Source: an optimization exercise on an open RTL-to-GDS flow (aim: small area). Production flows keep margins and buffers that such runs may drop.
In this exercise RTL edits were held to simulation tests only and were not proved equivalent to the original.
Power is estimated from default activity; no workload was simulated.

## design/flow/config.mk

```make
export PLATFORM = sky130hd
export DESIGN_NAME = illum_rx
export DESIGN_NICKNAME = illum_rx
export VERILOG_FILES = /design/flow/design.v
export SDC_FILE = /design/flow/constraint.sdc
export NUM_CORES = 4
export LEC_CHECK = 0
export CAP_MARGIN = 20
export CORE_MARGIN = 2
export CORE_UTILIZATION = 55
export SLEW_MARGIN = 20
```

## design/flow/constraint.sdc

```tcl
create_clock -name core_clock -period 10.0 [get_ports {clk}]
set_input_delay 2.0000 -clock core_clock [delete_from_list [all_inputs] [get_ports {clk}]]
set_output_delay 2.0000 -clock core_clock [all_outputs]
set_load 0.01 [all_outputs]
```

## design/flow/design.v

```verilog
module illum_rx (
    input  wire        clk,
    input  wire        rst,               
    input  wire        in_valid,
    input  wire [7:0]  in_data,
    input  wire        in_long,           
    input  wire        in_check_framing,  
    output reg         out_valid,
    output reg         out_long,
    output reg  [2:0]  out_err,
    output reg  [7:0]  out_bcc,
    output reg  [6:0]  out_head,
    output reg  [15:0] out_cmd,
    output reg  [31:0] out_param,
    output reg  [2:0]  out_status,
    output reg         out_low_battery,
    output wire        out_d1_absent,
    output reg         out_d1_neg,
    output reg  [13:0] out_d1_mant,
    output wire [3:0]  out_d1_exp,
    output wire        out_d2_absent,
    output reg         out_d2_neg,
    output reg  [13:0] out_d2_mant,
    output wire [3:0]  out_d2_exp,
    output wire        out_d3_absent,
    output reg         out_d3_neg,
    output reg  [13:0] out_d3_mant,
    output wire [3:0]  out_d3_exp
);
    localparam [7:0] STX = 8'h02;
    localparam [7:0] ETX = 8'h03;
    localparam [7:0] CR  = 8'h0D;
    localparam [7:0] LF  = 8'h0A;
    localparam [7:0] SP  = 8'h20;
    localparam [2:0] S_H1 = 3'b000;
    localparam [2:0] S_H2 = 3'b001;
    localparam [2:0] S_F1 = 3'b100;
    localparam [2:0] S_F2 = 3'b101;
    localparam [2:0] S_F3 = 3'b110;
    localparam [2:0] S_T  = 3'b010;
    reg [2:0] seg;
    reg [2:0] ph;
    reg       chk;       
    reg [3:0] e1, e2, e3;
    wire      sp_ok = e3[0];
    wire      sp_nx = is_sp & (p0 | sp_ok);
    assign out_d1_exp = e1;
    assign out_d2_exp = e2;
    assign out_d3_exp = e3;
    assign out_d1_absent = e1[3] & ~e1[2];
    assign out_d2_absent = e2[3] & ~e2[2];
    assign out_d3_absent = e3[3] & ~e3[2];
    wire [7:0] b = in_data;
    wire       is_dig = (b[7:4] == 4'h3) && (b[3:0] <= 4'd9);
    wire       is_sp  = (b == SP);
    wire p0 = ~ph[2] & ~ph[0];
    wire p1 = ~ph[1] &  ph[0];
    wire p2 = ~ph[2] &  ph[1];
    wire p3 =  ph[2] &  ph[0];
    wire p4 =  ph[1] & ~ph[0];
    wire p5 =  ph[2] & ~ph[1];
    wire in_h1 = (seg == S_H1);
    wire in_h2 = (seg == S_H2);
    wire in_f  = seg[2];
    wire in_t  = (seg == S_T);
    wire seg_end = (in_h2 & p2) | (in_t & p4) | p5;
    reg  [2:0] seg_nx;
    always @(*) begin
        case (seg)
            S_H1:    seg_nx = S_H2;
            S_H2:    seg_nx = out_long ? S_F1 : S_T;
            S_F1:    seg_nx = S_F2;
            S_F2:    seg_nx = S_F3;
            S_F3:    seg_nx = S_T;
            default: seg_nx = S_H1;
        endcase
    end
    always @(posedge clk) begin
        if (rst) begin
            seg       <= S_H1;
            ph        <= 3'b000;
            out_valid <= 1'b0;
        end else begin
            out_valid <= in_valid & in_t & p4;
            if (in_valid) begin
                if (seg_end) begin
                    seg <= seg_nx;
                    ph  <= 3'b000;
                end else begin
                    ph  <= {ph[1:0], ~ph[2]};
                end
            end
        end
    end
    wire        first = (in_h1 & p1) | (in_f & p1);
    wire [9:0]  x = out_d3_mant[9:0] & {10{~first}};
    wire [13:0] h;
    wire [13:0] cy;
    assign h[0]  = b[0];
    assign h[1]  = x[0] ^ b[1];
    assign cy[2] = x[0] & b[1];
    assign h[2]  = x[1] ^ b[2] ^ cy[2];
    assign cy[3] = ((x[1] & b[2]) | (x[1] & cy[2]) | (b[2] & cy[2])) | b[3];
    genvar gi;
    generate
        for (gi = 3; gi <= 10; gi = gi + 1) begin : g_fa
            wire a_ = x[gi-3];
            wire b_ = x[gi-1];
            assign h[gi]    = a_ ^ b_ ^ cy[gi];
            assign cy[gi+1] = (a_ & b_) | (a_ & cy[gi]) | (b_ & cy[gi]);
        end
    endgenerate
    assign h[11]  = x[8] ^ cy[11];
    assign cy[12] = x[8] & cy[11];
    assign h[12]  = x[9] ^ cy[12];
    assign h[13]  = x[9] & cy[12];
    wire [3:0] nib = p1 ? out_bcc[7:4] : out_bcc[3:0];
    wire       nib_let = nib[3] & (nib[2] | nib[1]);
    wire [2:0] nib_m1  = nib[2:0] - 3'd1;
    wire       hex_ok  = nib_let ? ((b[7:6] == 2'b01) && (b[4:3] == 2'b00) && (b[2:0] == nib_m1))
                                 : ((b[7:4] == 4'h3) && (b[3:0] == nib));
    wire meas_bad = (sp_ok & ~is_sp & ~p1) | (~is_dig & ~(sp_ok & is_sp));
    always @(posedge clk) begin
        if (in_valid) begin
            if (in_h1 & p0) begin
                out_long <= in_long;
                chk      <= in_check_framing;
            end
            if (in_h1 & p0)
                out_bcc <= 8'h00;
            else if (~(in_t & ~p0))
                out_bcc <= out_bcc ^ b;
            if (in_h1 & p1)
                out_d3_mant <= h;
            if (in_h1 & p2)
                out_head <= h[6:0];
            if ((in_h1 & (p3 | p4 | p5)) | in_h2)
                {out_cmd, out_param} <= {out_cmd[7:0], out_param, b};
            if (in_f & p0) begin
                out_d1_neg  <= out_d2_neg;
                out_d2_neg  <= out_d3_neg;
                out_d3_neg  <= (b == 8'h2D);
                out_d1_mant <= out_d2_mant;
                out_d2_mant <= out_d3_mant;
                e1 <= e2;
                e2 <= e3;
            end
            if (in_f & (p1 | p2 | p3 | p4)) begin
                out_d3_mant <= h;
            end
            if (in_f)
                e3[0] <= p5 ? b[0] : sp_nx;
            if (in_f & p5)
                e3[3:1] <= sp_nx ? 3'b100 : {~(b[3] ^ b[2]), ~b[2], b[1]};
            if (in_h1 & p0)
                out_err <= (in_check_framing && b != STX) ? 3'd1 : 3'd0;
            if (in_h1 & (p1 | p2) & ~is_dig & (out_err == 3'd0))
                out_err <= 3'd3;
            if (in_f & ~p0 & meas_bad & (out_err == 3'd0))
                out_err <= seg;
            if (in_t & (p1 | p2) & ~hex_ok & (out_err != 3'd1))
                out_err <= 3'd2;
            if (in_t & chk & ((p0 & b != ETX) | (p3 & b != CR) | (p4 & b != LF)))
                out_err <= 3'd1;
        end
    end
    wire [7:0] s1 = out_param[23:16];
    wire [7:0] s3 = out_param[7:0];
    always @(*) begin
        case (s1)
            8'h20, 8'h37: out_status = 3'd0;
            8'h35:        out_status = 3'd1;
            8'h31:        out_status = 3'd2;
            8'h32:        out_status = 3'd3;
            8'h33:        out_status = 3'd4;
            default:      out_status = 3'd7;
        endcase
        case (s3)
            8'h30, 8'h32: out_low_battery = 1'b0;
            8'h31, 8'h33: out_low_battery = 1'b1;
            default: begin
                out_low_battery = 1'b0;
                out_status      = 3'd7;
            end
        endcase
    end
endmodule
```

## design/flow/flow/run.sh

```bash
#!/bin/bash
# Standard ORFS layout (the standard.sh, standard synthesis unchanged),
# with smaller cells for the port buffers and the clock tree, and no CTS
# dummy loads. Each step's full output stays in orfs/logs; make's own output
# goes to flow.log here.
set -euo pipefail
cd "$(dirname "$0")/.."
export BUFFER_PORTS_ARGS="-buffer_cell sky130_fd_sc_hd__buf_1"
export CTS_ARGS="-sink_clustering_enable -repair_clock_nets -dont_use_dummy_load -buf_list sky130_fd_sc_hd__clkbuf_4"
bash standard.sh finish > flow.log 2>&1
```

## design/flow/standard.sh

```bash
#!/bin/bash
# synth_recipe.tcl (not shown) runs the flow's synth.tcl, then flattens the netlist and writes it again
# the make line also repeats each setting of config.mk as NAME=value (left out here)
make -C /OpenROAD-flow-scripts/flow DESIGN_CONFIG=/design/flow/config.mk WORK_HOME=/design/flow/orfs CLKGATE_MAP_FILE= SYNTH_SCRIPT=/design/flow/synth_recipe.tcl "${@:-finish}"
```

==> summary.log, run 1 <==
qor: run_status.result_of_the_run timing/DRC/antenna clean
qor: worst_setup_path.critPathMostFrequentCell sky130_fd_sc_hd__fa_1
qor: sta.final_period_minus_worst_setup_slack 6.19 ns
qor: clock_tree.cts_made_buffers 17
qor: logic_synthesis.ys_types 39
qor: clock_tree.cts-root-to-sink-buffers 2
qor: clock_tree.post_cts.repair.setup_buffers 0
qor: worst_setup_path.crit_path_max_incr_delay 0.41 ns
qor: logic_synthesis.synth.cell_area 5250 um2
qor: detailed_routing.drt_wl_total 9.80 mm
qor: global_routing.grt_antenna_before_repair 0
qor: worst_setup_path.r2r_start ph[0]
qor: detailed_routing.wire_per_inst 15.9 um
qor: worst_setup_path.critPathKind input pin to register
qor: pwr.fin_total_pwr 0.937 mW
qor: logic_synthesis.post_synth_most_frequent_cells sky130_fd_sc_hd__edfxtp_1, sky130_fd_sc_hd__nor2_1, sky130_fd_sc_hd__nand2_1, sky130_fd_sc_hd__inv_1, sky130_fd_sc_hd__xnor2_1
qor: logic_synthesis.synth_fp_nets 364
qor: global_routing.vias_in_the_first_global_route 3017
qor: logic_synthesis.yosys-top-cells-area sky130_fd_sc_hd__edfxtp_1, sky130_fd_sc_hd__fa_1, sky130_fd_sc_hd__dfxtp_1
qor: detailed_routing.dr_total_vias 3205
qor: pwr.ir_worst_vdd 73.4 uV
qor: clock_tree.cts.root.buffer_cell sky130_fd_sc_hd__clkbuf_4
qor: logic_synthesis.post_synth_top_area_share 71.5%
qor: placement.place.port_buffers 144
qor: sta.max_slew_vio_count 0
qor: floorplanning.rows 35
qor: worst_setup_path.cp_num_buf_inv 3
qor: sta.worst_clock_skew 0.0369 ns
qor: worst_setup_path.timing.critical_path.max_delay_family adder cells
qor: placement.place_hpwl 7.25 mm
qor: layout.final_cell_area 6030 um2
qor: pwr.p_leak 1.94 nW
qor: clock_tree.cts.repair.resized 0
qor: layout.final_cell_count_no_fill 615
qor: worst_setup_path.worst-r2r-cell-count 18
qor: worst_setup_path.worstPathArrival 6.40 ns
qor: clock_tree.cts.clk_slew.worst_paths 0.11 ns
qor: detailed_routing.drt_first_pass_iters 4
qor: logic_synthesis.netlist_instances 335
qor: clock_tree.number_of_sinks_on_the_clock_net 132
qor: sta.rsz0062_at_grt false
qor: floorplanning.design.core.area 9240 um2
qor: clock_tree.hold_buffers 0
qor: clock_tree.clk_latency 0.48 ns
qor: sta.final_setup_fails 0
qor: detailed_routing.avg_vias_per_cell 5.21
qor: hold_path.timing.hold.worst.start out_d2_mant[9]
qor: layout.area.growth.synth_to_final 15.0%
qor: placement.finalWeightedCongestion 0.881
qor: layout.final_layout_size_suffix_gt1_share 5.35%
qor: worst_setup_path.crit_path_end_kind register
qor: logic_synthesis.postSynthRegisterBits 132
qor: sta.max_slew.worst_pin.slew 0.973 ns
qor: placement.detailed_place.area 5900 um2
qor: detailed_routing.ant_nets 0
qor: pwr.power_density 155 nW/um2
qor: sta.fmaxAchievable 0.161 GHz
qor: global_routing.pin_count_of_the_biggest_net_entering_global_routing 49
qor: clock_tree.tritoncts_clock_tree built
qor: logic_synthesis.edff_count_synth 125
qor: logic_synthesis.synthMostInstantiatedCell sky130_fd_sc_hd__edfxtp_1
qor: clock_tree.ctsHtreeMaxLevel 4
qor: logic_synthesis.ys_async_sr_fraction 0%
qor: hold_path.min_delay_worst_endpoint out_d1_mant[9]
qor: floorplanning.dieWidth 102 um
qor: global_routing.grt_pass1_wl 15.2 mm
qor: worst_setup_path.timing.critical_path.required 10.21 ns
qor: hold_path.min_delay_path_depth 0
qor: layout.nets 517
qor: layout.diodes 0
qor: worst_setup_path.rrSetupSlack 4.09 ns
qor: worst_setup_path.critPathLaunchType input pin
qor: worst_setup_path.critical_path_peak_fanout 13
qor: layout.fin_util 65.3%
qor: sta.setup_total_negative_slack 0 ns
qor: sta.worst_hold_slack 0.431 ns
qor: worst_setup_path.critical_path.slowest_cell sky130_fd_sc_hd__fa_1
qor: logic_synthesis.synth.yosys.warnings 1
qor: placement.dpl.cell_count 598
qor: sta.slew_headroom 34.6%
qor: sta.final.setup.worst_slack 3.81 ns
qor: logic_synthesis.post-synth-top-area-cell sky130_fd_sc_hd__edfxtp_1
qor: logic_synthesis.avgSynthCellArea 15.7 um2
qor: sta.post-route-period-util 61.9%
qor: sta.final_hold_fails 0
qor: logic_synthesis.ys_seq_area_share 74.2%
qor: floorplanning.design.die.area 10300 um2
qor: detailed_routing.drt_first_iter_violations 125
qor: worst_setup_path.timing.critical_path.cells buf_1 > ha_1 > inv_1 > fa_1 > nor2b_1 > fa_1 > inv_1 > fa_1 > fa_1 > fa_1 > fa_1 > fa_1 > fa_1 > fa_1 > ha_1 > ha_1
qor: run.max-cap-violations 0
qor: hold_path.worst_hold_path_type register to register
qor: worst_setup_path.regToRegEndpoint out_d3_mant[12]
qor: global_routing.global_route.usage.total 19.7%
qor: placement.pre_cts_ws 3.36 ns
qor: global_routing.congestion_overflow_gr 0
qor: logic_synthesis.dominantRegCellSynth sky130_fd_sc_hd__edfxtp_1
qor: detailed_routing.drc 0
qor: floorplanning.design.portCount 145
qor: floorplanning.initial_utilization 56.8%
qor: floorplanning.die_height 102 um
==> sequential cells by signal, indices dropped and copies added (netlist names) <==
register     flops
out_d3_neg       1
out_d3_mant     14
out_cmd         16
out_param       32
e1               4
out_d1_mant     14
chk              1
ph               3
out_head         7
out_d2_mant     14
out_d2_neg       1
out_long         1
e3               4
e2               4
seg              3
out_err          3
out_valid        1
out_bcc          8
out_d1_neg       1
==> routing by layer <==
| metal | vias up | track usage, % | part of all wire, % |
|---|---|---|---|
| met5 | - | 0 | 0 |
| met1 | 1547 | 24.9 | 40 |
| met2 | 112 | 33.5 | 53 |
| met4 | 0 | 6.03 | 1.1 |
| li1 | 1534 | - | - |
| met3 | 12 | 5.24 | 6.2 |
==> kinds of logic after synthesis <==
logic type,Yosys count,synth area share [%]
AOI/OAI and AO/OA,35,4.34
xor gates and xnor gates,15,2.50
adders and majority gates,16,5.10
buffers and inverters,29,2.58
DFF,132,74.2
muxes,5,1.19
and+or+nand+nor,103,10.1
==> worst max path at each step <==
stage	startpoint	to	slack, ns	cells past startpoint
detailed placement	in_data[1]	out_d3_mant[12]	3.36	16
finish	in_data[1]	out_d3_mant[12]	3.81	16
global route	in_data[1]	out_d3_mant[12]	3.63	16
CTS	in_data[1]	out_d3_mant[12]	3.85	16
floorplan	in_valid	out_cmd[0]	1.90	2
global placement	in_data[1]	out_d3_mant[12]	3.44	16
==> layout by cell type, fill, tap and decap left out, types with 4 or more instances in the layout <==
master                     count
sky130_fd_sc_hd__and2_1       11
sky130_fd_sc_hd__buf_1       144
sky130_fd_sc_hd__fa_1          9
sky130_fd_sc_hd__nand2_1      21
sky130_fd_sc_hd__nand2b_1      5
sky130_fd_sc_hd__mux2i_1       4
sky130_fd_sc_hd__dfxtp_1       7
sky130_fd_sc_hd__clkbuf_4     17
sky130_fd_sc_hd__nor3_1       11
sky130_fd_sc_hd__nor2_1       25
sky130_fd_sc_hd__ha_1          7
sky130_fd_sc_hd__o21ai_0       8
sky130_fd_sc_hd__xnor2_1      15
sky130_fd_sc_hd__inv_1        16
sky130_fd_sc_hd__edfxtp_1    125
sky130_fd_sc_hd__nor2b_1       6
sky130_fd_sc_hd__nand4_1       4
sky130_fd_sc_hd__nor4_1        7
sky130_fd_sc_hd__a21oi_1      11
==> power breakdown <==
part,total [mW],switching (mW),internal [mW]
clock,0.228,0.150,0.0780
sequential,0.633,0.0114,0.621
combinational,0.0759,0.0470,0.0289
total,0.937,0.208,0.728
==> cell type report <==
type	instances	area (um2)
Clock buffer	17	128
Timing Repair Buffer	146	556
Multi-Input combinational cell	174	1230
Inverter	17	63.8
Fill cell	731	3210
Tap cell	129	161
Sequential cell	132	3890
==> worst reg2reg max path: stages, from the launching register on <==
cell and delay (ns):
sky130_fd_sc_hd__dfxtp_1 0.59, sky130_fd_sc_hd__nor2b_2 0.32, sky130_fd_sc_hd__o21ai_0 0.39, sky130_fd_sc_hd__and2_1 0.33
sky130_fd_sc_hd__ha_1 0.17, sky130_fd_sc_hd__inv_1 0.06, sky130_fd_sc_hd__fa_1 0.15, sky130_fd_sc_hd__nor2b_1 0.16
sky130_fd_sc_hd__fa_1 0.19, sky130_fd_sc_hd__inv_1 0.05, sky130_fd_sc_hd__fa_1 0.39, sky130_fd_sc_hd__fa_1 0.40
sky130_fd_sc_hd__fa_1 0.40, sky130_fd_sc_hd__fa_1 0.41, sky130_fd_sc_hd__fa_1 0.40, sky130_fd_sc_hd__fa_1 0.40
sky130_fd_sc_hd__fa_1 0.38, sky130_fd_sc_hd__ha_1 0.19, sky130_fd_sc_hd__ha_1 0.26
==> run 2: changes to the inputs <==
--- a/design/flow/design.v
+++ b/design/flow/design.v
@@ -93,5 +93,5 @@
         end
     end
-    wire        first = (in_h1 & p1) | (in_f & p1);
+    wire        first = p1;
     wire [9:0]  x = out_d3_mant[9:0] & {10{~first}};
     wire [13:0] h;
@@ -149,7 +149,7 @@
                 out_d3_mant <= h;
             end
-            if (in_f)
+            if (~in_t)
                 e3[0] <= p5 ? b[0] : sp_nx;
-            if (in_f & p5)
+            if (p5)
                 e3[3:1] <= sp_nx ? 3'b100 : {~(b[3] ^ b[2]), ~b[2], b[1]};
             if (in_h1 & p0)
--- a/design/flow/config.mk
+++ b/design/flow/config.mk
@@ -8,4 +8,4 @@
 export CAP_MARGIN = 20
 export CORE_MARGIN = 2
-export CORE_UTILIZATION = 55
+export CORE_UTILIZATION = 40
 export SLEW_MARGIN = 20
==> summary.log, run 2 <==
qor: pwr.fin_total_pwr 0.951 mW
qor: detailed_routing.wire_per_inst 15.5 um
qor: sta.final_setup_fails 0
qor: floorplanning.initial_utilization 41.1%
qor: clock_tree.cts-root-to-sink-buffers 2
qor: clock_tree.number_of_sinks_on_the_clock_net 132
qor: logic_synthesis.post_synth_fa_ha_maj_area_fraction 5.14%
qor: sta.rsz0062_at_grt false
qor: worst_setup_path.critPathLaunchType input pin
qor: logic_synthesis.post-synth-top-area-cell sky130_fd_sc_hd__edfxtp_1
qor: sta.post-route-period-util 61.4%
qor: run.max-cap-violations 0
qor: clock_tree.cts.clk_slew.worst_paths 0.09 ns
qor: logic_synthesis.post_synth_xor_area_fraction 2.52%
qor: placement.place.port_buffers 144
qor: logic_synthesis.share_of_synthesized_cell_area_in_and_or_nand_and_nor_gates 9.74%
qor: clock_tree.post_cts.repair.setup_buffers 0
qor: layout.layout_commonest_cell sky130_fd_sc_hd__buf_1
qor: logic_synthesis.ys_async_sr_fraction 0%
qor: floorplanning.design.portCount 145
qor: layout.nets 509
qor: floorplanning.rows 41
qor: worst_setup_path.timing.critical_path.required 10.25 ns
qor: logic_synthesis.synth_fp_nets 354
qor: sta.worst_clock_skew 0.0318 ns
qor: floorplanning.dieWidth 118 um
qor: detailed_routing.drt_first_pass_iters 4
qor: logic_synthesis.post_synth_most_frequent_cells sky130_fd_sc_hd__edfxtp_1, sky130_fd_sc_hd__nor2_1, sky130_fd_sc_hd__inv_1, sky130_fd_sc_hd__xnor2_1, sky130_fd_sc_hd__nand2_1
qor: logic_synthesis.edff_count_synth 125
qor: clock_tree.cts_made_buffers 17
qor: logic_synthesis.yosys-top-cells-area sky130_fd_sc_hd__edfxtp_1, sky130_fd_sc_hd__fa_1, sky130_fd_sc_hd__dfxtp_1
qor: sta.final_period_minus_worst_setup_slack 6.14 ns
qor: sta.fmaxAchievable 0.163 GHz
qor: floorplanning.design.core.area 12700 um2
qor: detailed_routing.ant_nets 0
qor: clock_tree.cts.repair.resized 0
qor: worst_setup_path.critical_path_peak_fanout 11
qor: pwr.power_switching 0.217 mW
qor: global_routing.global_route.usage.total 15.2%
qor: sta.final_hold_fails 0
qor: pwr.power_frac_comb 8.9%
qor: sta.setup_total_negative_slack 0 ns
qor: detailed_routing.dr_total_vias 3165
qor: logic_synthesis.avgSynthCellArea 16.0 um2
qor: detailed_routing.drc 0
qor: logic_synthesis.postSynthRegisterBits 132
qor: floorplanning.die_height 118 um
qor: logic_synthesis.netlist_instances 325
qor: logic_synthesis.dominant_combinational_cell_family_by_area_after_synthesis simple AND/OR/NAND/NOR gates
qor: logic_synthesis.post_synth_top_area_share 72.0%
qor: pwr.seq_power_share 66.9%
qor: pwr.p_leak 1.96 nW
qor: detailed_routing.drt_first_iter_violations 220
qor: hold_path.worst_hold_path_type register to register
qor: sta.max_slew.worst_pin.slew 0.973 ns
qor: layout.largest_register_ff_count 32
qor: global_routing.vias_in_the_first_global_route 2999
qor: logic_synthesis.post_synth_mux_area_share 1.61%
qor: clock_tree.cts.root.buffer_cell sky130_fd_sc_hd__clkbuf_4
qor: sta.slew_headroom 34.9%
qor: logic_synthesis.synth.yosys.warnings 1
qor: pwr.power_density 156 nW/um2
qor: detailed_routing.drt_wl_total 10.1 mm
qor: worst_setup_path.worstPathArrival 6.39 ns
qor: global_routing.pin_count_of_the_biggest_net_entering_global_routing 49
qor: floorplanning.design.die.area 14000 um2
qor: clock_tree.hold_buffers 0
qor: detailed_routing.avg_vias_per_cell 4.86
qor: clock_tree.tritoncts_clock_tree built
qor: logic_synthesis.synthMostInstantiatedCell sky130_fd_sc_hd__edfxtp_1
qor: placement.place_hpwl 7.40 mm
qor: placement.finalWeightedCongestion 0.825
qor: global_routing.grt_antenna_before_repair 1
qor: run_status.result_of_the_run timing/DRC/antenna clean
qor: logic_synthesis.synth.cell_area 5210 um2
qor: clock_tree.ctsHtreeMaxLevel 4
qor: global_routing.grt_pass1_wl 15.9 mm
qor: layout.area.growth.synth_to_final 16.7%
qor: layout.final_cell_mix sky130_fd_sc_hd__buf_1, sky130_fd_sc_hd__edfxtp_1, sky130_fd_sc_hd__nor2_1
qor: global_routing.congestion_overflow_gr 0
qor: logic_synthesis.synth_compound_area_share 4.10%
qor: pwr.internal_power 0.734 mW
qor: layout.final_layout_size_suffix_gt1_share 6.07%
qor: pwr.clockPowerShare 24.2%
qor: worst_setup_path.critPathKind input pin to register
qor: clock_tree.clk_latency 0.52 ns
qor: logic_synthesis.ys_seq_area_share 74.7%
qor: pwr.ir_worst_vdd 44.5 uV
qor: logic_synthesis.dominantRegCellSynth sky130_fd_sc_hd__edfxtp_1
qor: pwr.switching_fraction 22.8%
qor: sta.max_slew_vio_count 0
qor: logic_synthesis.ys_types 42
qor: worst_setup_path.crit_path_end_kind register
qor: layout.layout.filler_cells 1138
==> run 2: cell count changes in the layout (fill, tap and decap cells not counted), moves of 3 or more <==
cell / previous run / this run
sky130_fd_sc_hd__nor2_1: 25 / 28
sky130_fd_sc_hd__nor4b_1: 0 / 3
sky130_fd_sc_hd__nand3_1: 3 / 6
sky130_fd_sc_hd__nor3_1: 11 / 4
sky130_fd_sc_hd__nand2_1: 21 / 13
sky130_fd_sc_hd__nor4_1: 7 / 2
sky130_fd_sc_hd__or3_1: 2 / 5
sky130_fd_sc_hd__mux2i_2: 0 / 3
sky130_fd_sc_hd__and3_1: 0 / 3
==> run 2: kinds of logic after synthesis <==
group                    after synthesis
AO/OA/AOI/OAI                         33
XOR/XNOR                              15
adder cells (fa/ha/maj)               16
buffers and inverters                 27
flip-flops                           132
multiplexers                           6
AND/OR/NAND/NOR                       96
==> run 2: worst paths after layout <==
| kind | end | slack (ns) | cells after the start | start |
|---|---|---|---|---|
| worst max-delay path | out_d3_mant[12] | 3.86 | 16 | in_data[1] |
| worst min-delay path | out_d1_mant[5] | 0.43 | 0 | out_d2_mant[5] |
| worst max register to register | out_d3_mant[12] | 4.30 | 17 | ph[0] |
| worst min register to register | out_d1_mant[5] | 0.43 | 0 | out_d2_mant[5] |
==> run 2: critical path: stages <==
cell                      delay [ns]
sky130_fd_sc_hd__buf_1          0.25
sky130_fd_sc_hd__ha_1           0.29
sky130_fd_sc_hd__inv_1          0.06
sky130_fd_sc_hd__fa_1           0.14
sky130_fd_sc_hd__nor2b_1        0.16
sky130_fd_sc_hd__fa_1           0.19
sky130_fd_sc_hd__inv_1          0.05
sky130_fd_sc_hd__fa_1           0.37
sky130_fd_sc_hd__fa_1           0.39
sky130_fd_sc_hd__fa_1           0.41
sky130_fd_sc_hd__fa_1           0.40
sky130_fd_sc_hd__fa_1           0.43
sky130_fd_sc_hd__fa_1           0.40
sky130_fd_sc_hd__fa_1           0.38
sky130_fd_sc_hd__ha_1           0.19
sky130_fd_sc_hd__ha_1           0.26
==> run 2: power groups by stage <==
stage	combinational (mW)	sequential [mW]	clock (mW)
after floorplan	0.0500	0.654	0
after global placement	0.0818	0.649	0
after detailed placement	0.0850	0.650	0
after CTS	0.0858	0.637	0.242
after global routing	0.0950	0.639	0.263
final	0.0843	0.637	0.230
==> run 2: layout make-up <==
cell class                 instances  area [um2]  share of cell area (%)
sequential                       132        3890                    64.0
inverter                          16        60.1                   0.987
timing repair buffer             147         563                    9.25
multi-input combinational        166        1220                    20.1
antenna                            1        2.50                  0.0411
clock buffer                      17         128                    2.10
tap                              172         215                    3.54
==> run 2: per-layer routing <==
layer  track usage [%]  share of wire, %  vias to the layer above
met2              23.7                49                      107
li1                  -                 -                     1506
met1              19.0                44                     1533
met3              5.02               5.3                       19
met5                 0                 0                        -
met4              7.53               2.5                        0
==> run 2: through the flow <==
step	hold slack (ns)	cell area (um2)	util, %	instances	worst slack (ns)
2_1_floorplan	0.492	5220	-	325	1.88
3_3_place_gp	0.428	5950	47.0	633	3.48
3_5_place_dp	0.431	5950	47.0	633	3.35
4_1_cts	0.442	6080	48.0	650	3.94
5_1_grt	0.456	6080	48.0	651	3.72
6_report	0.433	6080	48.0	651	3.86
==> run 3: changes to the inputs <==
==> design/flow/flow/run.sh (replaced) <==
#!/bin/bash
# Standard ORFS layout (the standard.sh, standard synthesis unchanged),
# with smaller cells for the port buffers and the clock tree, and no CTS
# dummy loads. Each step's full output stays in orfs/logs; make's own output
# goes to flow.log here. flow/downsize.tcl runs before the placement-stage
# repair_design.
set -euo pipefail
cd "$(dirname "$0")/.."
export BUFFER_PORTS_ARGS="-buffer_cell sky130_fd_sc_hd__buf_1"
export CTS_ARGS="-sink_clustering_enable -repair_clock_nets -dont_use_dummy_load -buf_list sky130_fd_sc_hd__clkbuf_4"
export PRE_RESIZE_TCL="$PWD/flow/downsize.tcl"
bash standard.sh finish > flow.log 2>&1
==> design/flow/flow/downsize.tcl (new file) <==
# Before the placement-stage repair: give every combinational cell the
# smallest drive of its family; repair_design then sizes up or buffers only
# where slew, capacitance or fanout need it.
set lib_cells {}
foreach lc [get_lib_cells sky130_fd_sc_hd__*] { lappend lib_cells [get_name $lc] }
set dont_use $::env(DONT_USE_CELLS)
set n 0
foreach inst [[ord::get_db_block] getInsts] {
  set m [[$inst getMaster] getName]
  if {![regexp {^(sky130_fd_sc_hd__[a-z0-9]+)_([0-9]+)$} $m -> fam drive]} continue
  if {[string match "*df*" $fam] || [string match "*clk*" $fam] || [string match "*tap*" $fam] || [string match "*conb*" $fam]} continue
  set best $m
  set best_area [[$inst getMaster] getWidth]
  foreach d {0 1 2} {
    set c ${fam}_$d
    if {[lsearch -exact $lib_cells $c] < 0 || [lsearch -exact $dont_use $c] >= 0} continue
    set mm [[ord::get_db] findMaster $c]
    if {$mm eq "NULL"} continue
    if {[$mm getWidth] < $best_area} { set best $c; set best_area [$mm getWidth] }
  }
  if {$best ne $m} {
    replace_cell [$inst getName] $best
    incr n
  }
}
puts "downsize: replaced $n cells"
==> summary.log, run 3 <==
qor: sta.slew_headroom 48.6%
qor: placement.place_hpwl 7.59 mm
qor: clock_tree.number_of_sinks_on_the_clock_net 132
qor: pwr.power_switching 0.220 mW
qor: sta.final_setup_fails 0
qor: layout.final_layout_size_suffix_gt1_share 4.99%
qor: logic_synthesis.ys_async_sr_fraction 0%
qor: worst_setup_path.timing.critical_path.max_delay_family adder cells
qor: clock_tree.cts.root.buffer_cell sky130_fd_sc_hd__clkbuf_4
qor: floorplanning.design.portCount 145
qor: clock_tree.cts.clk_slew.worst_paths 0.09 ns
qor: clock_tree.post_cts.repair.setup_buffers 0
qor: worst_setup_path.crit_path_end_kind register
qor: sta.max_slew.worst_pin.slew 0.772 ns
qor: sta.final_hold_fails 0
qor: pwr.p_leak 1.99 nW
qor: global_routing.vias_in_the_first_global_route 3013
qor: placement.finalWeightedCongestion 0.825
qor: worst_setup_path.cp_num_buf_inv 3
qor: pwr.power_frac_comb 8.6%
qor: hold_path.min_delay_path_depth 0
qor: pwr.switching_fraction 23.1%
qor: logic_synthesis.dominantRegCellSynth sky130_fd_sc_hd__edfxtp_1
qor: hold_path.timing.hold.worst.start out_d2_mant[5]
qor: clock_tree.clk_latency 0.53 ns
qor: placement.detailed_place.area 5950 um2
qor: global_routing.global_route.usage.total 15.0%
qor: detailed_routing.dr_total_vias 3175
qor: logic_synthesis.post_synth_most_frequent_cells sky130_fd_sc_hd__edfxtp_1, sky130_fd_sc_hd__nor2_1, sky130_fd_sc_hd__inv_1, sky130_fd_sc_hd__xnor2_1, sky130_fd_sc_hd__nand2_1
qor: clock_tree.cts.repair.resized 0
qor: worst_setup_path.critical_path.slowest_cell sky130_fd_sc_hd__fa_1
qor: worst_setup_path.crit_path_max_incr_delay 0.43 ns
qor: logic_synthesis.netlist_instances 325
qor: sta.setup_total_negative_slack 0 ns
qor: clock_tree.hold_buffers 0
qor: worst_setup_path.critPathMostFrequentCell sky130_fd_sc_hd__fa_1
qor: sta.post-route-period-util 61.4%
qor: floorplanning.die_height 118 um
qor: pwr.internal_power 0.733 mW
qor: clock_tree.cts_made_buffers 17
qor: floorplanning.rows 41
qor: detailed_routing.drc 0
qor: sta.fmaxAchievable 0.163 GHz
qor: worst_setup_path.regToRegEndpoint out_d3_mant[12]
qor: global_routing.congestion_overflow_gr 0
qor: worst_setup_path.r2r_start ph[0]
qor: global_routing.grt_pass1_wl 15.8 mm
qor: floorplanning.dieWidth 118 um
qor: hold_path.min_delay_worst_endpoint out_d1_mant[5]
qor: global_routing.grt_antenna_before_repair 1
qor: sta.worst_hold_slack 0.432 ns
qor: logic_synthesis.post_synth_top_area_share 72.0%
qor: detailed_routing.drt_first_iter_violations 216
qor: worst_setup_path.worst-r2r-cell-count 17
qor: logic_synthesis.post-synth-top-area-cell sky130_fd_sc_hd__edfxtp_1
qor: logic_synthesis.yosys-top-cells-area sky130_fd_sc_hd__edfxtp_1, sky130_fd_sc_hd__fa_1, sky130_fd_sc_hd__dfxtp_1
qor: clock_tree.tritoncts_clock_tree built
qor: worst_setup_path.critPathLaunchType input pin
qor: clock_tree.cts-root-to-sink-buffers 2
qor: logic_synthesis.synth.cell_area 5210 um2
qor: detailed_routing.wire_per_inst 15.6 um
qor: sta.rsz0062_at_grt false
qor: worst_setup_path.timing.critical_path.required 10.24 ns
qor: layout.largest_register_ff_count 32
qor: sta.final_period_minus_worst_setup_slack 6.14 ns
qor: detailed_routing.avg_vias_per_cell 4.85
qor: detailed_routing.ant_nets 0
qor: layout.layout.filler_cells 1152
qor: worst_setup_path.rrSetupSlack 4.39 ns
qor: pwr.ir_worst_vdd 48.9 uV
qor: sta.max_slew_vio_count 0
qor: detailed_routing.drt_first_pass_iters 4
qor: layout.final_cell_mix sky130_fd_sc_hd__buf_1, sky130_fd_sc_hd__edfxtp_1, sky130_fd_sc_hd__nor2_1
qor: worst_setup_path.critical_path_peak_fanout 11
qor: clock_tree.ctsHtreeMaxLevel 4
qor: logic_synthesis.avgSynthCellArea 16.0 um2
qor: run.max-cap-violations 0
qor: worst_setup_path.critPathKind input pin to register
qor: pwr.power_density 157 nW/um2
qor: run_status.result_of_the_run timing/DRC/antenna clean
qor: floorplanning.design.die.area 14000 um2
qor: global_routing.pin_count_of_the_biggest_net_entering_global_routing 35
qor: sta.worst_clock_skew 0.0424 ns
qor: pwr.clockPowerShare 24.6%
qor: hold_path.worst_hold_path_type register to register
qor: pwr.fin_total_pwr 0.953 mW
qor: logic_synthesis.edff_count_synth 125
qor: logic_synthesis.postSynthRegisterBits 132
qor: logic_synthesis.ys_seq_area_share 74.7%
qor: layout.fin_util 48.0%
qor: logic_synthesis.synth_fp_nets 354
qor: layout.final_cell_area 6080 um2
qor: layout.area.growth.synth_to_final 16.6%
qor: layout.nets 512
qor: logic_synthesis.synth.yosys.warnings 1
qor: floorplanning.design.core.area 12700 um2
qor: logic_synthesis.synthMostInstantiatedCell sky130_fd_sc_hd__edfxtp_1
qor: placement.place.port_buffers 144
qor: logic_synthesis.ys_types 42
qor: layout.layout_commonest_cell sky130_fd_sc_hd__buf_1
qor: worst_setup_path.timing.critical_path.cells buf_1 > ha_1 > inv_1 > fa_1 > nor2b_1 > fa_1 > inv_1 > fa_1 > fa_1 > fa_1 > fa_1 > fa_1 > fa_1 > fa_1 > ha_1 > ha_1
qor: detailed_routing.drt_wl_total 10.2 mm
qor: pwr.seq_power_share 66.7%
qor: worst_setup_path.worstPathArrival 6.38 ns
qor: floorplanning.initial_utilization 41.1%
## run 3: cell types whose count changed in the layout (fill, tap and decap cells not counted), moves of 2 or more
cell / change
sky130_fd_sc_hd__buf_4: -3
sky130_fd_sc_hd__mux2i_2: -3
sky130_fd_sc_hd__buf_12: +2
sky130_fd_sc_hd__mux2i_1: +4
sky130_fd_sc_hd__buf_2: +3
## run 3: power by group through the flow
stage / clock (mW) / sequential [mW] / combinational (mW)
after floorplan: 0 / 0.654 / 0.0500
after global placement: 0 / 0.649 / 0.0818
after detailed placement: 0 / 0.649 / 0.0830
after CTS: 0.243 / 0.636 / 0.0839
after global routing: 0.265 / 0.638 / 0.0934
final: 0.235 / 0.636 / 0.0824
## run 3: through the flow
stage	std cells	setup slack, ns
6_report	654	3.86
5_1_grt	654	3.73
4_1_cts	653	3.93
3_5_place_dp	636	3.36
3_3_place_gp	633	3.48
2_1_floorplan	325	1.88
## run 3: how the worst max path moves through the flow
stage	start	endpoint	slack (ns)	depth (start not counted)
floorplan	in_valid	out_cmd[0]	1.88	3
global placement	in_data[1]	out_d3_mant[12]	3.48	16
detailed placement	in_data[1]	out_d3_mant[12]	3.36	16
CTS	in_data[1]	out_d3_mant[12]	3.93	16
global route	in_data[1]	out_d3_mant[12]	3.73	16
finish	in_data[1]	out_d3_mant[12]	3.86	16
## run 3: cell type report
class | count | area [um2] | area share (%)
flip-flops and latches | 132 | 3890 | 64.0
well taps | 172 | 215 | 3.54
multi-input cells | 166 | 1180 | 19.4
diodes | 1 | 2.50 | 0.0412
inverters | 16 | 60.1 | 0.988
clock buffers | 17 | 128 | 2.10
repair buffers | 150 | 599 | 9.86
## run 3: logic make-up (layout without fill, tap and decap cells)
logic type | count (synthesis) | count (layout) | share of synthesized area [%]
mux | 6 | 6 | 1.61
fa+ha+maj | 16 | 16 | 5.14
other cells | 0 | 1 | 0
compound gates | 33 | 33 | 4.10
xor+xnor | 15 | 15 | 2.52
buf+inv | 27 | 183 | 2.21
simple gates | 96 | 96 | 9.74
flops | 132 | 132 | 74.7
## run 3: metal layers
| layer | track usage, % | vias up | share of wire [%] |
|---|---|---|---|
| met1 | 18.7 | 1525 | 44 |
| met2 | 23.0 | 130 | 47 |
| li1 | - | 1505 | - |
| met5 | 0 | - | 0 |
| met3 | 5.98 | 15 | 6.3 |
| met4 | 7.00 | 0 | 2.6 |
==> run 4: changes to the inputs <==
--- a/design/flow/flow/run.sh
+++ b/design/flow/flow/run.sh
@@ -9,4 +9,5 @@
 export BUFFER_PORTS_ARGS="-buffer_cell sky130_fd_sc_hd__buf_1"
 export CTS_ARGS="-sink_clustering_enable -repair_clock_nets -dont_use_dummy_load -buf_list sky130_fd_sc_hd__clkbuf_4"
+export DOWNSIZE_MAX_FANOUT=1000
 export PRE_RESIZE_TCL="$PWD/flow/downsize.tcl"
 bash standard.sh finish > flow.log 2>&1
--- a/design/flow/flow/downsize.tcl
+++ b/design/flow/flow/downsize.tcl
@@ -1,5 +1,6 @@
-# Before the placement-stage repair: give every combinational cell the
-# smallest drive of its family; repair_design then sizes up or buffers only
-# where slew, capacitance or fanout need it.
+# Before the placement-stage repair: give combinational cells the smallest
+# drive of their family, and keep that repair to small buffers; it then
+# sizes up or buffers only where slew, capacitance or fanout need it.
+set max_fanout $::env(DOWNSIZE_MAX_FANOUT)
 set lib_cells {}
 foreach lc [get_lib_cells sky130_fd_sc_hd__*] { lappend lib_cells [get_name $lc] }
@@ -10,4 +11,9 @@
   if {![regexp {^(sky130_fd_sc_hd__[a-z0-9]+)_([0-9]+)$} $m -> fam drive]} continue
   if {[string match "*df*" $fam] || [string match "*clk*" $fam] || [string match "*tap*" $fam] || [string match "*conb*" $fam]} continue
+  set fo 0
+  foreach it [$inst getITerms] {
+    if {[$it isOutputSignal] && [$it getNet] ne "NULL"} { set fo [expr {$fo + [llength [[$it getNet] getITerms]] - 1}] }
+  }
+  if {$fo > $max_fanout} continue
   set best $m
   set best_area [[$inst getMaster] getWidth]
@@ -25,2 +31,3 @@
 }
 puts "downsize: replaced $n cells"
+set_dont_use [get_lib_cells {sky130_fd_sc_hd__buf_6 sky130_fd_sc_hd__buf_8 sky130_fd_sc_hd__buf_12 sky130_fd_sc_hd__buf_16}]
==> summary.log, run 4 <==
qor: sta.slew_headroom 47.5%
qor: clock_tree.cts.root.buffer_cell sky130_fd_sc_hd__clkbuf_4
qor: logic_synthesis.post_synth_most_frequent_cells sky130_fd_sc_hd__edfxtp_1, sky130_fd_sc_hd__nor2_1, sky130_fd_sc_hd__inv_1, sky130_fd_sc_hd__xnor2_1, sky130_fd_sc_hd__nand2_1
qor: detailed_routing.ant_nets 0
qor: pwr.ir_worst_vdd 52.3 uV
qor: layout.final_cell_mix sky130_fd_sc_hd__buf_1, sky130_fd_sc_hd__edfxtp_1, sky130_fd_sc_hd__nor2_1
qor: worst_setup_path.critPathKind input pin to register
qor: sta.final.setup.worst_slack 3.90 ns
qor: global_routing.grt_antenna_before_repair 1
qor: placement.place_hpwl 7.59 mm
qor: logic_synthesis.ys_async_sr_fraction 0%
qor: worst_setup_path.timing.critical_path.required 10.25 ns
qor: logic_synthesis.netlist_instances 325
qor: worst_setup_path.critPathLaunchType input pin
qor: logic_synthesis.yosys-top-cells-area sky130_fd_sc_hd__edfxtp_1, sky130_fd_sc_hd__fa_1, sky130_fd_sc_hd__dfxtp_1
qor: floorplanning.design.core.area 12700 um2
qor: layout.final_layout_size_suffix_gt1_share 4.99%
qor: floorplanning.dieWidth 118 um
qor: clock_tree.hold_buffers 0
qor: floorplanning.design.die.area 14000 um2
qor: logic_synthesis.synth.cell_area 5210 um2
qor: logic_synthesis.edff_count_synth 125
qor: worst_setup_path.worstPathArrival 6.35 ns
qor: sta.max_slew_vio_count 0
qor: sta.worst_clock_skew 0.0340 ns
qor: global_routing.congestion_overflow_gr 0
qor: clock_tree.cts_made_buffers 17
qor: floorplanning.die_height 118 um
qor: clock_tree.cts.clk_slew.worst_paths 0.09 ns
qor: logic_synthesis.synth.yosys.warnings 1
qor: sta.rsz0062_at_grt false
qor: logic_synthesis.synth_fp_nets 354
qor: clock_tree.clk_latency 0.51 ns
qor: sta.final_hold_fails 0
qor: detailed_routing.drt_first_iter_violations 209
qor: clock_tree.ctsHtreeMaxLevel 4
qor: logic_synthesis.postSynthRegisterBits 132
qor: layout.nets 512
qor: clock_tree.cts-root-to-sink-buffers 2
qor: sta.post-route-period-util 61.0%
qor: logic_synthesis.post_synth_top_area_share 72.0%
qor: placement.finalWeightedCongestion 0.825
qor: run_status.result_of_the_run timing/DRC/antenna clean
qor: logic_synthesis.ys_types 42
qor: worst_setup_path.critical_path_peak_fanout 11
qor: detailed_routing.drc 0
qor: hold_path.min_delay_path_depth 0
qor: run.max-cap-violations 0
qor: floorplanning.initial_utilization 41.1%
qor: layout.layout_commonest_cell sky130_fd_sc_hd__buf_1
qor: layout.largest_register_ff_count 32
qor: logic_synthesis.ys_seq_area_share 74.7%
qor: layout.fin_util 48.2%
qor: hold_path.worst_hold_path_type register to register
qor: detailed_routing.drt_wl_total 10.2 mm
qor: worst_setup_path.critPathMostFrequentCell sky130_fd_sc_hd__fa_1
qor: clock_tree.cts.repair.resized 0
qor: sta.final_period_minus_worst_setup_slack 6.10 ns
qor: clock_tree.tritoncts_clock_tree built
qor: pwr.p_leak 2.00 nW
qor: logic_synthesis.synthMostInstantiatedCell sky130_fd_sc_hd__edfxtp_1
qor: worst_setup_path.worst-r2r-cell-count 17
qor: detailed_routing.wire_per_inst 15.6 um
qor: detailed_routing.dr_total_vias 3174
qor: detailed_routing.drt_first_pass_iters 5
qor: global_routing.vias_in_the_first_global_route 3015
qor: sta.max_slew.worst_pin.slew 0.787 ns
qor: sta.fmaxAchievable 0.164 GHz
qor: worst_setup_path.timing.critical_path.cells buf_1 > ha_1 > inv_1 > fa_1 > nor2b_1 > fa_1 > inv_1 > fa_1 > fa_1 > fa_1 > fa_1 > fa_1 > fa_1 > fa_1 > ha_1 > ha_1
qor: sta.setup_total_negative_slack 0 ns
qor: logic_synthesis.avgSynthCellArea 16.0 um2
qor: sta.final_setup_fails 0
qor: pwr.fin_total_pwr 0.949 mW
qor: global_routing.global_route.usage.total 15.0%
qor: clock_tree.post_cts.repair.setup_buffers 0
qor: clock_tree.number_of_sinks_on_the_clock_net 132
qor: global_routing.pin_count_of_the_biggest_net_entering_global_routing 35
qor: placement.place.port_buffers 144
qor: floorplanning.design.portCount 145
qor: logic_synthesis.post-synth-top-area-cell sky130_fd_sc_hd__edfxtp_1
qor: floorplanning.rows 41
qor: global_routing.grt_pass1_wl 15.8 mm
qor: worst_setup_path.crit_path_max_incr_delay 0.43 ns
qor: detailed_routing.avg_vias_per_cell 4.85
qor: layout.area.growth.synth_to_final 17.1%
qor: worst_setup_path.critical_path.slowest_cell sky130_fd_sc_hd__fa_1
qor: placement.pre_cts_ws 3.38 ns
qor: pwr.power_density 156 nW/um2
qor: logic_synthesis.dominantRegCellSynth sky130_fd_sc_hd__edfxtp_1
qor: worst_setup_path.crit_path_end_kind register
[run 4: cell type report]
type,instances,area (um2)
antenna,1,2.50
clock buffer,17,128
tap,172,215
fill,1142,6570
multi-input combinational,166,1180
timing repair buffer,150,624
inverter,16,60.1
sequential,132,3890
[run 4: where the power goes]
group	internal, mW	total (mW)	switching [mW]
clock	0.0776	0.231	0.153
sequential	0.625	0.636	0.0115
combinational	0.0314	0.0824	0.0510
[run 4: path summary, 6_finish.rpt]
kind / end / slack [ns] / from
worst min register to register: out_d1_mant[3] / 0.42 / out_d2_mant[3]
worst max-delay path: out_d3_mant[12] / 3.90 / in_data[1]
worst max register to register: out_d3_mant[12] / 4.49 / ph[0]
worst min-delay path: out_d1_mant[3] / 0.42 / out_d2_mant[3]
[run 4: cell families (layout without fill, tap and decap cells)]
kind of cell             after synthesis  in the layout  synth area share, %
flip-flops                           132            132                 74.7
AND/OR/NAND/NOR                       96             96                 9.74
AO/OA/AOI/OAI                         33             33                 4.10
buffers and inverters                 27            183                 2.21
adder cells (fa/ha/maj)               16             16                 5.14
XOR/XNOR                              15             15                 2.52
multiplexers                           6              6                 1.61
other                                  0              1                    0
[run 4: metal layers]
layer  part of all wire, %  global-route usage [%]  up-vias
met4                   2.1                    6.40        0
met5                     0                       0        -
met2                    48                    23.6      123
met1                    44                    18.9     1527
met3                   5.8                    5.36       18
li1                      -                       -     1506
[run 4: per-stage QoR]
stage	std cells	cell area [um2]	hold slack, ns
after global routing	654	6110	0.431
final	654	6110	0.425
after global placement	633	5950	0.428
after detailed placement	636	5980	0.432
after CTS	653	6100	0.427
after floorplan	325	5220	0.492
[run 4: critical path: cells and delay by family]
kind / cells / cell delay [ns]
adders and majority gates: 12 / 3.82
buffers and inverters: 3 / 0.35
and+or+nand+nor: 1 / 0.17
==> run 5: changes to the inputs <==
--- a/design/flow/flow/run.sh
+++ b/design/flow/flow/run.sh
@@ -9,5 +9,5 @@
 export BUFFER_PORTS_ARGS="-buffer_cell sky130_fd_sc_hd__buf_1"
 export CTS_ARGS="-sink_clustering_enable -repair_clock_nets -dont_use_dummy_load -buf_list sky130_fd_sc_hd__clkbuf_4"
-export DOWNSIZE_MAX_FANOUT=1000
+export DOWNSIZE_MAX_FANOUT=6
 export PRE_RESIZE_TCL="$PWD/flow/downsize.tcl"
 bash standard.sh finish > flow.log 2>&1
==> summary.log, run 5 <==
qor: worst_setup_path.critPathLaunchType input pin
qor: global_routing.pin_count_of_the_biggest_net_entering_global_routing 49
qor: global_routing.grt_pass1_wl 16.0 mm
qor: detailed_routing.wire_per_inst 15.5 um
qor: logic_synthesis.synth_fp_nets 354
qor: logic_synthesis.synthMostInstantiatedCell sky130_fd_sc_hd__edfxtp_1
qor: floorplanning.design.portCount 145
qor: logic_synthesis.edff_count_synth 125
qor: pwr.p_leak 1.97 nW
qor: detailed_routing.drt_first_pass_iters 4
qor: floorplanning.dieWidth 118 um
qor: global_routing.grt.met1_usage 18.8%
qor: sta.setup_total_negative_slack 0 ns
qor: clock_tree.cts-root-to-sink-buffers 2
qor: logic_synthesis.post-synth-top-area-cell sky130_fd_sc_hd__edfxtp_1
qor: pwr.internal_power 0.733 mW
qor: clock_tree.cts.root.buffer_cell sky130_fd_sc_hd__clkbuf_4
qor: logic_synthesis.yosys-top-cells-area sky130_fd_sc_hd__edfxtp_1, sky130_fd_sc_hd__fa_1, sky130_fd_sc_hd__dfxtp_1
qor: detailed_routing.dr_total_vias 3141
qor: logic_synthesis.netlist_instances 325
qor: global_routing.global_route.usage.total 15.1%
qor: run.max-cap-violations 0
qor: sta.post-route-period-util 61.3%
qor: logic_synthesis.post_synth_top_area_share 72.0%
qor: detailed_routing.drt_wl_total 10.1 mm
qor: logic_synthesis.post_synth_most_frequent_cells sky130_fd_sc_hd__edfxtp_1, sky130_fd_sc_hd__nor2_1, sky130_fd_sc_hd__inv_1, sky130_fd_sc_hd__xnor2_1, sky130_fd_sc_hd__nand2_1
qor: pwr.ir_worst_vdd 45.2 uV
qor: global_routing.congestion_overflow_gr 0
qor: layout.final_cell_count_no_fill 651
qor: sta.final_hold_fails 0
qor: sta.slew_headroom 34.4%
qor: clock_tree.tritoncts_clock_tree built
qor: placement.place.port_buffers 144
qor: worst_setup_path.timing.critical_path.cells buf_1 > ha_1 > inv_1 > fa_1 > nor2b_1 > fa_1 > inv_1 > fa_1 > fa_1 > fa_1 > fa_1 > fa_1 > fa_1 > fa_1 > ha_1 > ha_1
qor: detailed_routing.drt_first_iter_violations 223
qor: placement.dpl.cell_count 633
qor: detailed_routing.ant_nets 0
qor: worst_setup_path.critPathKind input pin to register
qor: logic_synthesis.ys_seq_area_share 74.7%
qor: pwr.seq_power_share 67.1%
qor: logic_synthesis.avgSynthCellArea 16.0 um2
qor: worst_setup_path.critical_path_peak_fanout 11
qor: layout.largest_register_ff_count 32
qor: floorplanning.design.core.area 12700 um2
qor: floorplanning.rows 41
qor: sta.final_period_minus_worst_setup_slack 6.13 ns
qor: sta.final_setup_fails 0
qor: worst_setup_path.critPathMostFrequentCell sky130_fd_sc_hd__fa_1
qor: clock_tree.cts_made_buffers 17
qor: global_routing.gr-usage-met2 23.7%
qor: clock_tree.cts.repair.resized 0
qor: detailed_routing.avg_vias_per_cell 4.82
qor: pwr.clockPowerShare 24.3%
qor: logic_synthesis.postSynthRegisterBits 132
qor: detailed_routing.drc 0
qor: worst_setup_path.timing.critical_path.required 10.24 ns
qor: floorplanning.design.die.area 14000 um2
qor: worst_setup_path.crit_path_end_kind register
qor: clock_tree.post_cts.repair.setup_buffers 0
qor: floorplanning.die_height 118 um
qor: logic_synthesis.synth.yosys.warnings 1
qor: run_status.result_of_the_run timing/DRC/antenna clean
qor: global_routing.grt_antenna_before_repair 1
qor: pwr.power_density 157 nW/um2
qor: logic_synthesis.ys_types 42
qor: pwr.power_switching 0.215 mW
qor: pwr.power_frac_comb 8.6%
qor: clock_tree.clk_latency 0.52 ns
qor: worst_setup_path.cp_num_buf_inv 3
qor: logic_synthesis.ys_async_sr_fraction 0%
qor: global_routing.vias_in_the_first_global_route 3019
qor: hold_path.worst_hold_path_type register to register
qor: global_routing.grt_busiest_layer met2
qor: worst_setup_path.timing.critical_path.max_delay_family adder cells
qor: placement.finalWeightedCongestion 0.825
qor: sta.fmaxAchievable 0.163 GHz
qor: sta.worst_clock_skew 0.0360 ns
qor: layout.final_layout_size_suffix_gt1_share 4.60%
qor: layout.area.growth.synth_to_final 15.9%
qor: clock_tree.number_of_sinks_on_the_clock_net 132
qor: global_routing.use_met3 5.41%
qor: worst_setup_path.crit_path_max_incr_delay 0.43 ns
qor: clock_tree.ctsHtreeMaxLevel 4
qor: sta.max_slew_vio_count 0
qor: worst_setup_path.worstPathArrival 6.37 ns
qor: logic_synthesis.dominantRegCellSynth sky130_fd_sc_hd__edfxtp_1
qor: layout.layout_commonest_cell sky130_fd_sc_hd__buf_1
qor: layout.nets 509
qor: worst_setup_path.critical_path.slowest_cell sky130_fd_sc_hd__fa_1
qor: sta.rsz0062_at_grt false
qor: sta.max_slew.worst_pin.slew 0.982 ns
qor: pwr.switching_fraction 22.7%
qor: floorplanning.initial_utilization 41.1%
qor: layout.final_cell_mix sky130_fd_sc_hd__buf_1, sky130_fd_sc_hd__edfxtp_1, sky130_fd_sc_hd__nor2_1
qor: clock_tree.cts.clk_slew.worst_paths 0.09 ns
qor: placement.place_hpwl 7.43 mm
qor: clock_tree.hold_buffers 0
qor: logic_synthesis.synth.cell_area 5210 um2
-- run 5: cell counts after synthesis --
Identical to the previous run, type by type.
-- run 5: power by group through the flow --
stage / Sequential [mW] / Combinational, mW / Clock, mW
after global placement: 0.649 / 0.0818 / 0
after global routing: 0.639 / 0.0927 / 0.265
final: 0.636 / 0.0820 / 0.230
after floorplan: 0.654 / 0.0500 / 0
after CTS: 0.636 / 0.0835 / 0.242
after detailed placement: 0.649 / 0.0827 / 0
-- run 5: layout make-up --
class,instances,area [um2]
multi-input cells,166,1180
clock buffers,17,128
diodes,1,2.50
flip-flops and latches,132,3890
repair buffers,147,563
fillers,1174,6630
well taps,172,215
inverters,16,60.1
-- run 5: per-layer routing --
layer,vias to the layer above,wire length (um),share of wire [%]
met4,0,176,1.7
li1,1501,-,-
met3,14,576,5.7
met1,1512,4400,44
met2,114,4960,49
met5,-,0,0
-- run 5: worst paths after layout --
kind         cells after the start           start         endpoint  slack, ns
max                             16      in_data[1]  out_d3_mant[12]       3.87
min                              0  out_d2_mant[5]   out_d1_mant[5]       0.43
max reg2reg                     17           ph[0]  out_d3_mant[12]       4.41
min reg2reg                      0  out_d2_mant[5]   out_d1_mant[5]       0.43
-- run 5: cell families (layout without fill, tap and decap cells) --
kind of cell,Yosys count,in the layout,synth area share (%)
mux,6,6,1.61
compound gates,33,33,4.10
fa+ha+maj,16,16,5.14
buf+inv,27,180,2.21
other cells,0,1,0
flops,132,132,74.7
simple gates,96,96,9.74
xor+xnor,15,15,2.52
-- run 5: through the flow --
stage | power, mW | utilization, % | area [um2] | hold WS [ns] | setup slack (ns)
2_1_floorplan | 0.704 | - | 5220 | 0.492 | 1.88
3_3_place_gp | 0.731 | 47.0 | 5950 | 0.428 | 3.48
3_5_place_dp | 0.732 | 46.7 | 5910 | 0.430 | 3.36
4_1_cts | 0.962 | 47.7 | 6040 | 0.437 | 3.94
5_1_grt | 0.996 | 47.7 | 6040 | 0.445 | 3.72
6_report | 0.948 | 47.7 | 6040 | 0.434 | 3.87
==> run 6: changes to the inputs <==
--- a/design/flow/flow/run.sh
+++ b/design/flow/flow/run.sh
@@ -10,4 +10,5 @@
 export CTS_ARGS="-sink_clustering_enable -repair_clock_nets -dont_use_dummy_load -buf_list sky130_fd_sc_hd__clkbuf_4"
 export DOWNSIZE_MAX_FANOUT=6
+export PRE_GLOBAL_PLACE_TCL="$PWD/flow/downsize.tcl"
 export PRE_RESIZE_TCL="$PWD/flow/downsize.tcl"
 bash standard.sh finish > flow.log 2>&1
--- a/design/flow/flow/downsize.tcl
+++ b/design/flow/flow/downsize.tcl
@@ -31,3 +31,3 @@
 }
 puts "downsize: replaced $n cells"
-set_dont_use [get_lib_cells {sky130_fd_sc_hd__buf_6 sky130_fd_sc_hd__buf_8 sky130_fd_sc_hd__buf_12 sky130_fd_sc_hd__buf_16}]
+set_dont_use [get_lib_cells {sky130_fd_sc_hd__buf_4 sky130_fd_sc_hd__bufbuf_8 sky130_fd_sc_hd__bufbuf_16 sky130_fd_sc_hd__buf_6 sky130_fd_sc_hd__buf_8 sky130_fd_sc_hd__buf_12 sky130_fd_sc_hd__buf_16}]
==> summary.log, run 6 <==
qor: logic_synthesis.avgSynthCellArea 16.0 um2
qor: sta.final_setup_fails 0
qor: logic_synthesis.ys_async_sr_fraction 0%
qor: sta.slew_headroom 34.4%
qor: global_routing.vias_in_the_first_global_route 2931
qor: sta.final_hold_fails 0
qor: worst_setup_path.crit_path_end_kind register
qor: global_routing.grt_pass1_wl 15.7 mm
qor: detailed_routing.wire_per_inst 15.4 um
qor: logic_synthesis.post-synth-top-area-cell sky130_fd_sc_hd__edfxtp_1
qor: floorplanning.rows 41
qor: logic_synthesis.synth.cell_area 5210 um2
qor: run.max-cap-violations 0
qor: floorplanning.initial_utilization 41.1%
qor: detailed_routing.dr_total_vias 3144
qor: clock_tree.hold_buffers 0
qor: logic_synthesis.edff_count_synth 125
qor: run_status.result_of_the_run timing/DRC/antenna clean
qor: sta.post-route-period-util 61.2%
qor: clock_tree.cts.repair.resized 0
qor: sta.max_slew.worst_pin.slew 0.984 ns
qor: clock_tree.ctsHtreeMaxLevel 4
qor: sta.setup_total_negative_slack 0 ns
qor: detailed_routing.ant_nets 0
qor: detailed_routing.drt_wl_total 10.0 mm
qor: logic_synthesis.synthMostInstantiatedCell sky130_fd_sc_hd__edfxtp_1
qor: hold_path.worst_hold_path_type register to register
qor: worst_setup_path.critPathLaunchType input pin
qor: logic_synthesis.synth_fp_nets 354
qor: logic_synthesis.ys_seq_area_share 74.7%
qor: logic_synthesis.post_synth_top_area_share 72.0%
qor: layout.largest_register_ff_count 32
qor: worst_setup_path.worstPathArrival 6.38 ns
qor: placement.place.port_buffers 144
qor: layout.layout.filler_cells 1159
qor: clock_tree.number_of_sinks_on_the_clock_net 132
qor: floorplanning.die_height 118 um
qor: clock_tree.clk_latency 0.53 ns
qor: logic_synthesis.dominantRegCellSynth sky130_fd_sc_hd__edfxtp_1
qor: sta.rsz0062_at_grt false
qor: global_routing.pin_count_of_the_biggest_net_entering_global_routing 48
qor: placement.place_hpwl 7.36 mm
qor: detailed_routing.drt_first_iter_violations 183
qor: pwr.ir_worst_vdd 68.6 uV
qor: detailed_routing.avg_vias_per_cell 4.83
qor: layout.area.growth.synth_to_final 15.8%
qor: worst_setup_path.critical_path_peak_fanout 11
qor: clock_tree.cts_made_buffers 17
qor: pwr.p_leak 1.97 nW
qor: clock_tree.cts-root-to-sink-buffers 2
qor: logic_synthesis.ys_types 42
qor: floorplanning.design.die.area 14000 um2
qor: logic_synthesis.post_synth_most_frequent_cells sky130_fd_sc_hd__edfxtp_1, sky130_fd_sc_hd__nor2_1, sky130_fd_sc_hd__inv_1, sky130_fd_sc_hd__xnor2_1, sky130_fd_sc_hd__nand2_1
qor: worst_setup_path.critical_path.slowest_cell sky130_fd_sc_hd__fa_1
qor: logic_synthesis.synth.yosys.warnings 1
qor: global_routing.congestion_overflow_gr 0
qor: layout.layout_commonest_cell sky130_fd_sc_hd__buf_1
qor: layout.final_cell_count_no_fill 651
qor: clock_tree.cts.clk_slew.worst_paths 0.09 ns
qor: sta.max_slew_vio_count 0
qor: logic_synthesis.netlist_instances 325
qor: clock_tree.tritoncts_clock_tree built
qor: global_routing.global_route.usage.total 14.9%
qor: pwr.power_density 157 nW/um2
qor: worst_setup_path.crit_path_max_incr_delay 0.41 ns
qor: worst_setup_path.timing.critical_path.cells buf_1 > ha_1 > inv_1 > fa_1 > nor2b_1 > fa_1 > inv_1 > fa_1 > fa_1 > fa_1 > fa_1 > fa_1 > fa_1 > fa_1 > ha_1 > ha_1
qor: layout.final_layout_size_suffix_gt1_share 4.39%
qor: detailed_routing.drt_first_pass_iters 6
qor: logic_synthesis.yosys-top-cells-area sky130_fd_sc_hd__edfxtp_1, sky130_fd_sc_hd__fa_1, sky130_fd_sc_hd__dfxtp_1
qor: layout.final_cell_mix sky130_fd_sc_hd__buf_1, sky130_fd_sc_hd__edfxtp_1, sky130_fd_sc_hd__nor2_1
qor: clock_tree.post_cts.repair.setup_buffers 0
qor: global_routing.grt_antenna_before_repair 1
qor: worst_setup_path.timing.critical_path.required 10.26 ns
qor: sta.final_period_minus_worst_setup_slack 6.12 ns
qor: detailed_routing.drc 0
qor: sta.worst_clock_skew 0.0293 ns
qor: clock_tree.cts.root.buffer_cell sky130_fd_sc_hd__clkbuf_4
qor: sta.fmaxAchievable 0.163 GHz
qor: placement.finalWeightedCongestion 0.842
qor: placement.dpl.cell_count 633
qor: logic_synthesis.postSynthRegisterBits 132
qor: floorplanning.dieWidth 118 um
qor: floorplanning.design.portCount 145
qor: layout.nets 509
qor: pwr.fin_total_pwr 0.950 mW
qor: worst_setup_path.critPathMostFrequentCell sky130_fd_sc_hd__fa_1
qor: floorplanning.design.core.area 12700 um2
qor: worst_setup_path.critPathKind input pin to register
run 6: worst max-delay path, delay by kind of cell:
kind                     cells  cell delay, ns
AND/OR/NAND/NOR              1            0.17
buffers and inverters        3            0.36
adder cells (fa/ha/maj)     12            3.83
run 6: worst paths after layout:
check	end	cells past startpoint	from	slack [ns]
worst min-delay path	out_d1_mant[5]	0	out_d2_mant[5]	0.43
worst max-delay path	out_d3_mant[12]	16	in_data[1]	3.88
worst max register to register	out_d3_mant[12]	17	ph[0]	4.46
worst min register to register	out_d1_mant[5]	0	out_d2_mant[5]	0.43
run 6: cell type report:
| class | instances | area [um2] | area share (%) |
|---|---|---|---|
| Sequential cell | 132 | 3890 | 64.5 |
| Multi-Input combinational cell | 166 | 1180 | 19.6 |
| Timing Repair Buffer | 147 | 554 | 9.18 |
| Tap cell | 172 | 215 | 3.57 |
| Clock buffer | 17 | 128 | 2.11 |
| Inverter | 16 | 60.1 | 0.995 |
| Antenna cell | 1 | 2.50 | 0.0415 |
run 6: logic make-up after synthesis:
logic type | after synthesis | synth area share (%)
flip-flops | 132 | 74.7
AND/OR/NAND/NOR | 96 | 9.74
AO/OA/AOI/OAI | 33 | 4.10
buffers and inverters | 27 | 2.21
adder cells (fa/ha/maj) | 16 | 5.14
XOR/XNOR | 15 | 2.52
multiplexers | 6 | 1.61
run 6: through the flow:
| step | utilization [%] | area [um2] | setup WS (ns) | hold WS (ns) |
|---|---|---|---|---|
| final | 47.6 | 6040 | 3.88 | 0.429 |
| after global routing | 47.6 | 6040 | 3.73 | 0.446 |
| after CTS | 47.6 | 6030 | 3.93 | 0.439 |
| after detailed placement | 46.6 | 5910 | 3.36 | 0.434 |
| after global placement | 46.7 | 5920 | 3.48 | 0.428 |
| after floorplan | - | 5220 | 1.88 | 0.492 |
run 6: report_power, final:
part / total (mW) / switching, mW / leakage [nW] / internal [mW]
Sequential: 0.636 / 0.0114 / 1.20 / 0.625
Combinational: 0.0810 / 0.0509 / 0.684 / 0.0300
Clock: 0.232 / 0.155 / 0.0782 / 0.0776
run 6: routing by layer:
layer | up-vias | wire length [um] | global-route usage, %
li1 | 1504 | - | -
met1 | 1504 | 4370 | 18.9
met2 | 120 | 4820 | 22.5
met3 | 16 | 638 | 5.45
met4 | 0 | 206 | 7.23
met5 | - | 0 | 0

-- what the ideal ports hide --
In the flow no input, the clock included, has a driving cell. The finished layouts below were timed again as built, in two steps.
Step 1 assumes that a clkbuf_16 drives the clock port and a buf_2 every other input.
Step 2, shift: input delay + t, output delay - t, t = (earliest + latest rising clock arrival at the registers) / 2. This alone moves slack from input paths to output paths.
Three values: ideal, step 1, step 2; two values: the first two.
run	t (ns)	slack for setup (ns)	hold WS [ns]	worst setup path at the end	worst data-port slew with drivers (ns)
run 1	0.495	3.808 / 3.823 / 3.328	0.431 / 0.431 / 0.431	input to register	0.03
run 2	0.542	3.861 / 3.849 / 3.307	0.433 / 0.433 / 0.433	input to register	0.06
run 3	0.540	3.862 / 3.851 / 3.311	0.432 / 0.432 / 0.432	input to register	0.06
run 4	0.534	3.901 / 3.891 / 3.358	0.425 / 0.425 / 0.425	input to register	0.06
run 5	0.532	3.870 / 3.859 / 3.327	0.434 / 0.434 / 0.434	input to register	0.05
run 6	0.544	3.877 / 3.870 / 3.326	0.429 / 0.429 / 0.429	input to register	0.05
After both steps setup and hold are still met in every run listed. The setup slack of run 2, which loses most, moves by -0.012 ns with the drivers and by -0.554 ns with both steps.
